This design comes from an exercise in tuning for small area on the open sky130 flow, not from production work.
The RTL was checked by simulation tests, not by an equivalence proof against the original design.
Power is estimated from default activity; no workload was simulated.

## flow/design.v (module list and top-level ports; edited modules follow where they fit)
// module sdadc_engine: 743 lines
// module sdadc_hold_bit: 11 lines
// module sdadc_tmo_bit: 7 lines
// module sdadc_ao222: 6 lines
// module sdadc_ld: 7 lines
// module sdadc_ld3: 7 lines
// module sdadc_cr: 7 lines
module sdadc_engine (
    input  wire        clk,
    input  wire        rst,           
    input  wire        tick_i,        
    input  wire        cmd_valid,
    input  wire [31:0] cmd_word,
    output wire        cmd_ready,
    output reg         rsp_valid,
    output wire [2:0]  rsp_status,
    output wire [31:0] rsp_value,
    output wire [3:0]  rsp_recn,
    input  wire        reg_wr_en,
    input  wire [2:0]  reg_wr_addr,
    input  wire [31:0] reg_wr_data,
    input  wire [3:0]  reg_rd_addr,
    output wire [31:0] reg_rd_data,
    input  wire        pin_grant,
    output wire        sclk_o,
    output wire        sclk_oe,
    output wire        din_o,
    output wire        din_oe,
    output wire        dout_o,
    output wire        dout_oe,
    input  wire        dout_i
);
  // ...
==> flow/flow/run.sh <==
#!/bin/bash
# Layout flow: the standard flow (standard.sh) with these changes
#  - synthesis maps the logic with an area-oriented ABC script (amap) instead
#    of ORFS's delay-oriented one; the Yosys steps, and so the registers, are
#    the standard synthesis's;
#  - every port still gets a buffer, but a buf_1 instead of the default pick;
#  - the clock tree is built from clkbuf_8 without dummy loads.
# Each make run's full output goes to its own log file here.
set -uo pipefail
here=$(pwd)

# a copy of ORFS's scripts whose only change is the ABC script
rm -rf "$here/scripts_area"
cp -r "$FLOW_HOME/scripts" "$here/scripts_area"
cp "$here/flow/abc_area_map.script" "$here/scripts_area/abc_speed.script"

bash standard.sh SCRIPTS_DIR="$here/scripts_area" synth > "$here/synth.log" 2>&1 || exit 1

export BUFFER_PORTS_ARGS="-buffer_cell sky130_fd_sc_hd__buf_1"
export CTS_ARGS="-sink_clustering_enable -repair_clock_nets -sink_clustering_size 12 -sink_clustering_max_diameter 45 -buf_list {sky130_fd_sc_hd__clkbuf_4 sky130_fd_sc_hd__clkbuf_8} -dont_use_dummy_load"
bash standard.sh > "$here/layout.log" 2>&1
==> flow/flow/abc_area_map.script <==
strash
dc2
dch
amap
strash
dch
amap
strash
dch
amap
topo
stime -c
==> flow/standard.sh <==
#!/bin/bash
# synth_recipe.tcl (not shown) runs the flow's synth.tcl, then flattens the netlist and writes it again
# the make line also repeats each setting of config.mk as NAME=value (left out here)
make -C /OpenROAD-flow-scripts/flow DESIGN_CONFIG=/design/flow/config.mk WORK_HOME=/design/flow/orfs CLKGATE_MAP_FILE= SYNTH_SCRIPT=/design/flow/synth_recipe.tcl "${@:-finish}"
==> flow/config.mk <==
export PLATFORM = sky130hd
export DESIGN_NAME = sdadc_engine
export DESIGN_NICKNAME = sdadc_engine
export VERILOG_FILES = /design/flow/design.v
export SDC_FILE = /design/flow/constraint.sdc
export NUM_CORES = 4
export LEC_CHECK = 0
export CAP_MARGIN = 20
export CORE_MARGIN = 2
export CORE_UTILIZATION = 40
export SLEW_MARGIN = 20
export SYNTH_HIERARCHICAL = 1
export SYNTH_MINIMUM_KEEP_SIZE = 0
==> flow/constraint.sdc <==
create_clock -name core_clock -period 10.0 [get_ports {clk}]
set_input_delay 2.0000 -clock core_clock [delete_from_list [all_inputs] [get_ports {clk}]]
set_output_delay 2.0000 -clock core_clock [all_outputs]
set_load 0.01 [all_outputs]
==> summary.md, run 1 <==
| Metric | Value |
|---|---|
| Seq area share | 42.44% |
| Synth-to-Final Area Change | 12.89% |
| Placed standard-cell area | between 20,000 and 25,000 um2 |
| Hold Violations, Final | 0 |
| GRT Max-Usage Layer | met2 |
| R2R setup slack | between 5 and 6 ns |
| Clock net power | between 0.001 and 0.0015 W |
| Worst Reg-to-Reg Cells | 16 |
| Synth top cells by count | 472 x dfxtp_1, 323 x a22o_1, 167 x a222oi_1, 142 x nor2_1, 130 x ha_1 |
| Power Density | ~220 nW/um2 |
| Final slew viol count | 0 |
| Routed wire length per instance | slightly below 30 um |
| Worst Path Buf+Inv | 4 |
| Final Worst Setup Slack | 3.767 ns |
| Vias per Instance | around 7 |
| Synth Area in XOR/XNOR | 0% |
| Most frequent cells in the layout | 472 x dfxtp_1, 323 x a22o_1, 167 x a222oi_1, 155 x buf_1, 130 x ha_1 |
| Largest register FFs | 64 |
| CP delay by family, top | buffers and inverters |
| Worst skew pair latency | slightly below 0.7 ns |
| Mux share of post-synthesis cell area | 0% |
| Inverter count | 96 |
| Worst Path Max Fanout | 32 |
| Setup Skew | around 0.07 ns |
| Final nets | 2,351 |
| Setup TNS | 0 ns |
| Cell variety after synth | 46 |
| Hold Crit Depth | 1 |
| Worst slack, placed | around 3.7 ns |
| Share of total power in combinational logic | 28.3% |
| Placed cell count | between 2,000 and 3,000 |
| Peak VDD IR | 0.1702 mV |
| P_leak | 8.585 nW |
| DR vias | 19,250 |
| Initial Util | around 40% |
| FP Rows | slightly above 80 |
| Number of synthesized flops with an enable pin | 8 |
| Asr flop ratio synth | 0% |
| CTS Buffer Depth | 3 |
| Total GRT Usage | between 30% and 40% |
| Status | no timing/DRC/antenna violations |
| Max Fclk | 0.1604 GHz |
==> run 2, diff against run 1 <==
--- a/flow/flow/run.sh
+++ b/flow/flow/run.sh
@@ -17,5 +17,5 @@
 bash standard.sh SCRIPTS_DIR="$here/scripts_area" synth > "$here/synth.log" 2>&1 || exit 1
 
 export BUFFER_PORTS_ARGS="-buffer_cell sky130_fd_sc_hd__buf_1"
-export CTS_ARGS="-sink_clustering_enable -repair_clock_nets -sink_clustering_size 12 -sink_clustering_max_diameter 45 -buf_list {sky130_fd_sc_hd__clkbuf_4 sky130_fd_sc_hd__clkbuf_8} -dont_use_dummy_load"
+export CTS_ARGS="-sink_clustering_enable -repair_clock_nets -sink_clustering_size 16 -sink_clustering_max_diameter 60 -buf_list sky130_fd_sc_hd__clkbuf_8 -dont_use_dummy_load"
 bash standard.sh > "$here/layout.log" 2>&1
==> summary.md, run 2 <==
| Metric | Value |
|---|---|
| Final setup fails | 0 |
| Ys flop type | dfxtp_1 |
| Setup crit end kind | output port |
| Hold Violations, Final | 0 (unchanged) |
| Final nets | 2,334 (-0.72%) |
| Gr ovfl total | 0 |
| Worst EP arrival | 4.20 ns |
| Most flops, register | now_q |
| DR vias | 19,260 (+0.047%) |
| Highest-delay cell along the critical path | a222oi_1 |
| Final ANT Viol Nets | 0 |
| Synth top area share | roughly 47% |
| Largest incremental delay on the critical path | ~0.41 ns |
| Largest net degree at the start of global routing | 85 |
| Vias in the first global route | about 18,000 |
| Largest register FFs | 64 (unchanged) |
| Setup Skew | 0.08749 ns (+0.01889 ns) |
| Reg clk slew, reported paths | roughly 0.1 ns |
| Top-level I/O count | approximately 160 |
| Crit-path cells | buf_1, clkinv_1, nand2_1, nor2_2, buf_4, a222oi_1, nand4_1, a221o_1, buf_1 |
| Status | no timing/DRC/antenna violations |
| Peak VDD IR | 0.1716 mV (+0.84%) |
| Routed wire length | a little over 80,000 um |
| Max_slew headroom | roughly a quarter |
| Port Buffer Count | roughly 160 |
| Final Worst Setup Slack | 3.798 ns (+0.03091 ns) |
| Yosys top cell by area | dfxtp_1 |
| Cts bufs inserted | 41 |
| Type of the tightest min-delay check | flop to flop |
| Hold Startpoint | now_q[63]$_SDFF_PP0_ |
| Hold Crit Depth | 1 (unchanged) |
| First-pass GRT wire length | approximately 120,000 um |
| FP Rows | 82 (unchanged) |
| R2r endpoint | now_q[62]$_SDFF_PP0_ |
| Worst Path Buf+Inv | 4 (unchanged) |
| Share of post-route cells with drive strength above 1 | under 10% |
| Main combinational cell family by area after synthesis | compound AO/OA/AOI/OAI gates |
| R2R setup slack | 5.41 ns (about the same) |
| Asr flop ratio synth | 0% (unchanged) |
| Most frequent cell after synthesis | dfxtp_1 |
| Synth-to-Final Area Change | 11.77% |
| CORE AREA | between 50,000 and 60,000 um2 |
| Min-Delay Endpoint | now_q[63]$_SDFF_PP0_ |
| Chip width | roughly 230 um |
| Setup Buffers After CTS | 0 |
| PostCTS Resize Cnt | 0 |
| Worst skew pair latency | 0.67 ns (-0.02 ns) |
| Synth top cells by count | 472 x dfxtp_1, 323 x a22o_1, 167 x a222oi_1, 142 x nor2_1, 130 x ha_1 |
| Final slew viol count | 0 (unchanged) |
| CTS H-tree lvls | 2 |
| Setup TNS | 0 ns (unchanged) |
| Worst Path Max Fanout | 32 (unchanged) |
| Post-DP HPWL | 54,610 um |
| Final period util | between 60 and 70% |
| First-iteration detailed-routing DRC count | approximately 3,200 |
| Flops & latches, synth | 480 |
| Total GRT Usage | 29.95% (-0.094 points) |
| Most frequent CP cell | buf_1 |
| # Max-Cap Violations | 0 |
| Worst Path Required | about 8 ns |
| Synthesized area | 20,230 um2 |
| Clock Tree Root | clkbuf_8 |
| Critical path class | input pin to output port |
| Worst slack, placed | 3.750 ns (unchanged) |
| Vias per Instance | 6.877 (+0.55%) |
| Synth top area cells | dfxtp_1 47%, a22o_1 14%, a222oi_1 8.3%, ha_1 8.0%, nor2b_1 3.0% |
| Syn Inst Count | about 1,900 |
| Slew @ Worst Pin | ~1.1 ns |
| Clock sinks | 480 |
| DRC viols | 0 |
| Mux share of post-synthesis cell area | 0% (unchanged) |
| GP Congestion | approximately 0.94 |
| Number of synthesized flops with an enable pin | 8 (unchanged) |
| Max Fclk | 0.1612 GHz (+0.50%) |
| Initial antenna violation count | 7 |
| Final instance area | 22,610 um2 |
| Syn Area/Cell | roughly 11 um2 |
| RSZ-0062 raised after global routing | false |
| Power Density | 218.0 nW/um2 (-2.5%) |
| Die height | about 230 um |
| Commonest non-fill, non-tap cell in the layout | dfxtp_1 |
| Fin crit period | between 6 and 7 ns |
| P_leak | 8.463 nW (-1.4%) |
| Sequential-to-total area share from yosys stat | between 40% and 50% |
| Most frequent cells in the layout | 472 x dfxtp_1, 323 x a22o_1, 167 x a222oi_1, 155 x buf_1, 130 x ha_1 |
| Post-Synth Adder-Cell Area | between 8 and 9% |
| Hold Buf Count CTS | 0 |
| Synth Area in Simple Gates | about an eighth |
| Placed standard-cell area | 22,020 um2 (unchanged) |
| Final Util | a little under half |
| CTS tree | yes |
| CTS Buffer Depth | 3 (unchanged) |
| CP delay by family, top | buffers and inverters |
| DRT Pass-1 Iters | 12 |
| Initial Util | 40.40% (unchanged) |
| DIE AREA | ~52,000 um2 |
| Worst R2R Start | now_q[7]$_SDFF_PP0_ |
| Routed wire length per instance | 29.00 um (about the same) |
| Worst Reg-to-Reg Cells | 16 (unchanged) |
| Cell variety after synth | 46 (unchanged) |
| Synthesized Nets | between 2,000 and 2,500 |
| Compound-Gate Fraction of Synth Area | between 30% and 40% |
| Yosys warning total | 7 |
| CP Launch Type | input pin |
| Total power | just under 0.005 W |
| Synth Area in XOR/XNOR | 0% (unchanged) |
| Fill cells | ~4,900 |
run 2: cell counts after synthesis:
Identical to the previous run, type by type.
run 2: report_power, final:
| part | switching [W] | internal [W] | total, W |
|---|---|---|---|
| clock network | 0.000648 | 0.000367 | 0.00102 |
| logic | 0.000966 | 0.000482 | 0.00145 |
| registers | 0.000296 | 0.00217 | 0.00247 |
run 2: per-layer routing:
layer	GRT usage (%)	vias up	wire length, um
met5	0	-	27
met4	13.13	4	3476
met3	7.260	227	9335
met1	39.94	9465	33030
li1	-	8265	-
met2	46.06	1302	35370
run 2: layout make-up:
cell class	count	area [um2]	share of cell area [%]
Tap cell	672	840.8	3.719
Clock buffer	41	564.3	2.496
Sequential cell	480	9689	42.86
Inverter	96	360.3	1.594
Timing Repair Buffer	201	927.1	4.101
Multi-Input combinational cell	1305	10210	45.16
Antenna cell	6	15.01	0.06642
run 2: logic make-up (layout without fill, tap and decap cells):
family | count (synthesis) | in the layout
AOI/OAI and AO/OA | 708 | 708
DFF | 480 | 480
and+or+nand+nor | 466 | 466
adders and majority gates | 131 | 131
buffers and inverters | 109 | 338
other | 0 | 6
run 2: how the worst max path moves through the flow:
| stage | to | startpoint | slack, ns | depth (start not counted) |
|---|---|---|---|---|
| after floorplan | result_q[22]$_DFF_P_ | phase[2]$_SDFFE_PN0P_ | 2.87 | 15 |
| after global placement | now_q[62]$_SDFF_PP0_ | tick_i | 3.83 | 17 |
| after detailed placement | now_q[62]$_SDFF_PP0_ | tick_i | 3.75 | 17 |
| after CTS | reg_rd_data[3] | reg_rd_addr[3] | 3.87 | 9 |
| after global routing | reg_rd_data[3] | reg_rd_addr[3] | 3.70 | 9 |
| final | reg_rd_data[3] | reg_rd_addr[3] | 3.80 | 9 |
run 2: metrics by stage:
stage	hold slack, ns	std cells
5_1_grt	0.4961	2799
4_1_cts	0.4724	2795
3_3_place_gp	0.4518	2754
3_5_place_dp	0.4547	2754
2_1_floorplan	0.4335	1894
6_report	0.4766	2801
run 2: modules after synthesis (local to each module, per instance), excerpt:
module	copies in the design	cells inside
sdadc_engine	1	1204
sdadc_tmo_bit	32	3
sdadc_hold_bit	32	4
sdadc_ao222	119	1
==> run 3, diff against run 2 <==
--- a/flow/flow/run.sh
+++ b/flow/flow/run.sh
@@ -17,5 +17,7 @@
 bash standard.sh SCRIPTS_DIR="$here/scripts_area" synth > "$here/synth.log" 2>&1 || exit 1
 
 export BUFFER_PORTS_ARGS="-buffer_cell sky130_fd_sc_hd__buf_1"
+# repair buffering with buf_2 and smaller
+export DONT_USE_CELLS="sky130_fd_sc_hd__buf_4 sky130_fd_sc_hd__buf_6 sky130_fd_sc_hd__buf_8 sky130_fd_sc_hd__buf_12 sky130_fd_sc_hd__buf_16"
 export CTS_ARGS="-sink_clustering_enable -repair_clock_nets -sink_clustering_size 16 -sink_clustering_max_diameter 60 -buf_list sky130_fd_sc_hd__clkbuf_8 -dont_use_dummy_load"
 bash standard.sh > "$here/layout.log" 2>&1
==> summary.md, run 3 <==
| Metric | Value |
|---|---|
| Ys flop type | dfxtp_1 |
| Setup Buffers After CTS | 0 (unchanged) |
| Synth top cells by count | 472 x dfxtp_1, 323 x a22o_1, 167 x a222oi_1, 142 x nor2_1, 130 x ha_1 |
| Synth top area share | 46.72% (unchanged) |
| DIE AREA | 52,380 um2 (unchanged) |
| Worst slack, placed | 3.750 ns (unchanged) |
| Total power | 0.004929 W (unchanged) |
| Critical path class | input pin to output port |
| P_leak | 8.463 nW (unchanged) |
| Hold Slack | 0.4766 ns (unchanged) |
| Slew @ Worst Pin | 1.098 ns (unchanged) |
| Yosys warning total | 7 (unchanged) |
| Sequential-to-total area share from yosys stat | 47.91% (unchanged) |
| Max Fclk | 0.1612 GHz (unchanged) |
| Setup TNS | 0 ns (unchanged) |
| CORE AREA | 50,070 um2 (unchanged) |
| Number of synthesized flops with an enable pin | 8 (unchanged) |
| FP Rows | 82 (unchanged) |
| Worst EP arrival | 4.20 ns (about the same) |
| Hold Buf Count CTS | 0 (unchanged) |
| Largest net degree at the start of global routing | 85 (unchanged) |
| Top-level I/O count | 157 (unchanged) |
| Synth-to-Final Area Change | 11.77% (unchanged) |
| Clock sinks | 480 (unchanged) |
| Synthesized Nets | 2,103 (unchanged) |
| Met3 Resource Use GR | 7.260% (unchanged) |
| Hold Violations, Final | 0 (unchanged) |
| Fill cells | 4,897 (unchanged) |
| M1 GR Usage | 39.94% (unchanged) |
| CP Launch Type | input pin |
| Total GRT Usage | 29.95% (unchanged) |
| Final Util | 45.15% (unchanged) |
| DRC viols | 0 (unchanged) |
| Syn Area/Cell | 10.68 um2 (unchanged) |
| Worst Reg-to-Reg Cells | 16 (unchanged) |
| Multi-input logic area | 10,210 um2 (unchanged) |
| Vias in the first global route | 18,300 (unchanged) |
| Initial antenna violation count | 7 (unchanged) |
| Routed wire length | 81,240 um (unchanged) |
| Setup Skew | 0.08749 ns (unchanged) |
| Yosys top cell by area | dfxtp_1 |
| Chip width | 228.9 um (unchanged) |
| Final ANT Viol Nets | 0 (unchanged) |
| Final setup fails | 0 (unchanged) |
| Synthesized area | 20,230 um2 (unchanged) |
| CTS H-tree lvls | 2 (unchanged) |
| Flops & latches, synth | 480 (unchanged) |
| Largest register FFs | 64 (unchanged) |
| CTS tree | yes |
| Vias per Instance | 6.877 (unchanged) |
| PostCTS Resize Cnt | 0 (unchanged) |
| Final Worst Setup Slack | 3.798 ns (unchanged) |
| Syn Inst Count | 1,894 (unchanged) |
| Final slew viol count | 0 (unchanged) |
| CTS Buffer Depth | 3 (unchanged) |
| Synth top area cells | dfxtp_1 47%, a22o_1 14%, a222oi_1 8.3%, ha_1 8.0%, nor2b_1 3.0% |
| DRT Pass-1 Iters | 12 (unchanged) |
| Cts bufs inserted | 41 (unchanged) |
| Clock Tree Root | clkbuf_8 |
| # Max-Cap Violations | 0 (unchanged) |
| Setup crit end kind | output port |
| GP Congestion | 0.9363 (unchanged) |
| Power Density | 218.0 nW/um2 (unchanged) |
| Peak VDD IR | 0.1716 mV (unchanged) |
| Worst Path Max Fanout | 32 (unchanged) |
| Routed wire length per instance | 29.00 um (unchanged) |
| Share of post-route cells with drive strength above 1 | 5.888% (unchanged) |
| GRT Max-Usage Layer | met2 |
| DR vias | 19,260 (unchanged) |
| Post-DP HPWL | 54,610 um (unchanged) |
| Hold Crit Depth | 1 (unchanged) |
| Gr ovfl total | 0 (unchanged) |
| Commonest non-fill, non-tap cell in the layout | dfxtp_1 |
| Status | no timing/DRC/antenna violations |
| M2 GR Usage | 46.06% (unchanged) |
| Type of the tightest min-delay check | flop to flop |
| First-iteration detailed-routing DRC count | 3,182 (unchanged) |
| Final period util | 62.02% (unchanged) |
| First-pass GRT wire length | 119,700 um (unchanged) |
| Most flops, register | now_q |
| Most frequent cells in the layout | 472 x dfxtp_1, 323 x a22o_1, 167 x a222oi_1, 155 x buf_1, 130 x ha_1 |
| Initial Util | 40.40% (unchanged) |
| Reg clk slew, reported paths | 0.10 ns (about the same) |
| Die height | 228.9 um (unchanged) |
| Most frequent cell after synthesis | dfxtp_1 |
| Asr flop ratio synth | 0% (unchanged) |
| Port Buffer Count | 156 (unchanged) |
| Cell variety after synth | 46 (unchanged) |
| Worst skew pair latency | 0.67 ns (about the same) |
| Max_slew headroom | 26.50% (unchanged) |
| Worst Path Required | 8.00 ns (about the same) |
| Final nets | 2,334 (unchanged) |
| Area occupied by registers | 9689 um2 (unchanged) |
| Fin crit period | 6.202 ns (unchanged) |
| RSZ-0062 raised after global routing | false |
## run 3: layout make-up
type                            count  share of cell area, %
Antenna cell                        6                0.06642
Clock buffer                       41                  2.496
Timing Repair Buffer              201                  4.101
Sequential cell                   480                  42.86
Tap cell                          672                  3.719
Inverter                           96                  1.594
Multi-Input combinational cell   1305                  45.16
## run 3: cell families after synthesis
logic type      count (synthesis)  share of synthesized area, %
buf+inv                       109                         2.246
compound gates                708                         30.03
simple gates                  466                         11.67
fa+ha+maj                     131                         8.141
flops                         480                         47.91
## run 3: power breakdown
group          switching, W  total, W  leakage, nW  internal, W
Clock              0.000648   0.00102        0.295     0.000367
Combinational      0.000966   0.00145         4.25     0.000482
Sequential         0.000296   0.00247         3.92      0.00217
Total               0.00191   0.00493         8.46      0.00302
## run 3: path summary, 6_finish.rpt
| kind | slack, ns | from | end |
|---|---|---|---|
| max | 3.80 | reg_rd_addr[3] | reg_rd_data[3] |
| min | 0.48 | now_q[63]$_SDFF_PP0_ | now_q[63]$_SDFF_PP0_ |
| max reg2reg | 5.41 | now_q[7]$_SDFF_PP0_ | now_q[62]$_SDFF_PP0_ |
| min reg2reg | 0.48 | now_q[63]$_SDFF_PP0_ | now_q[63]$_SDFF_PP0_ |
## run 3: per-stage QoR
| step | instance area, um2 | instances |
|---|---|---|
| global route | 22600 | 2799 |
| detailed placement | 22020 | 2754 |
| floorplan | 20230 | 1894 |
| global placement | 22020 | 2754 |
| CTS | 22580 | 2795 |
| finish | 22610 | 2801 |
## run 3: routing by layer
layer | routed length, um | part of all wire, %
met5 | 27 | 0.033
met4 | 3476 | 4.3
met3 | 9335 | 11
met2 | 35370 | 44
met1 | 33030 | 41
## run 3: critical path: stages
cell	delay (ns)
buf_1	0.30
clkinv_1	0.27
nand2_1	0.25
nor2_2	0.05
buf_4	0.31
a222oi_1	0.41
nand4_1	0.18
a221o_1	0.30
buf_1	0.13
## run 3: Yosys stat by module (local to each module, per instance), a selection
module | flip-flops and latches | cell area [um2] | copies in the design | cells inside
sdadc_ao222 | 0 | 10.01 | 119 | 1
sdadc_engine | 480 | 14060 | 1 | 1204
sdadc_hold_bit | 0 | 40.04 | 32 | 4
sdadc_tmo_bit | 0 | 21.27 | 32 | 3

[afterwards: timing with drivers on the ports]
No port has a modelled driver above. Below, the same layouts with a new extraction and two added sets of constraints. Step 1 (the two cells are an assumption about what drives the block):
set clk [get_ports {clk}]
set_driving_cell -lib_cell sky130_fd_sc_hd__clkbuf_16 $clk
set_driving_cell -lib_cell sky130_fd_sc_hd__buf_2 [delete_from_list [all_inputs] $clk]
Step 2 times the ports against the registers' clock, not the clock port: input delays grow and output delays shrink by t, the midpoint of the rising clock arrivals with the driver on. a / b / c = ideal ports / drivers / drivers and shift; a / b = the first two.
run | shift t [ns] | slack for setup (ns) | worst register clock-pin slew, ns | worst data-port slew with drivers (ns) | cell pins on the clock port's net
run 1 | 0.710 | 3.767 / 3.728 / 3.702 | 0.09 / 0.09 | 0.10 | 1
run 2 | 0.666 | 3.798 / 3.758 / 3.724 | 0.11 / 0.11 | 0.11 | 1
run 3 | 0.666 | 3.798 / 3.758 / 3.724 | 0.11 / 0.11 | 0.11 | 1
After both steps setup and hold are still met in every run listed.
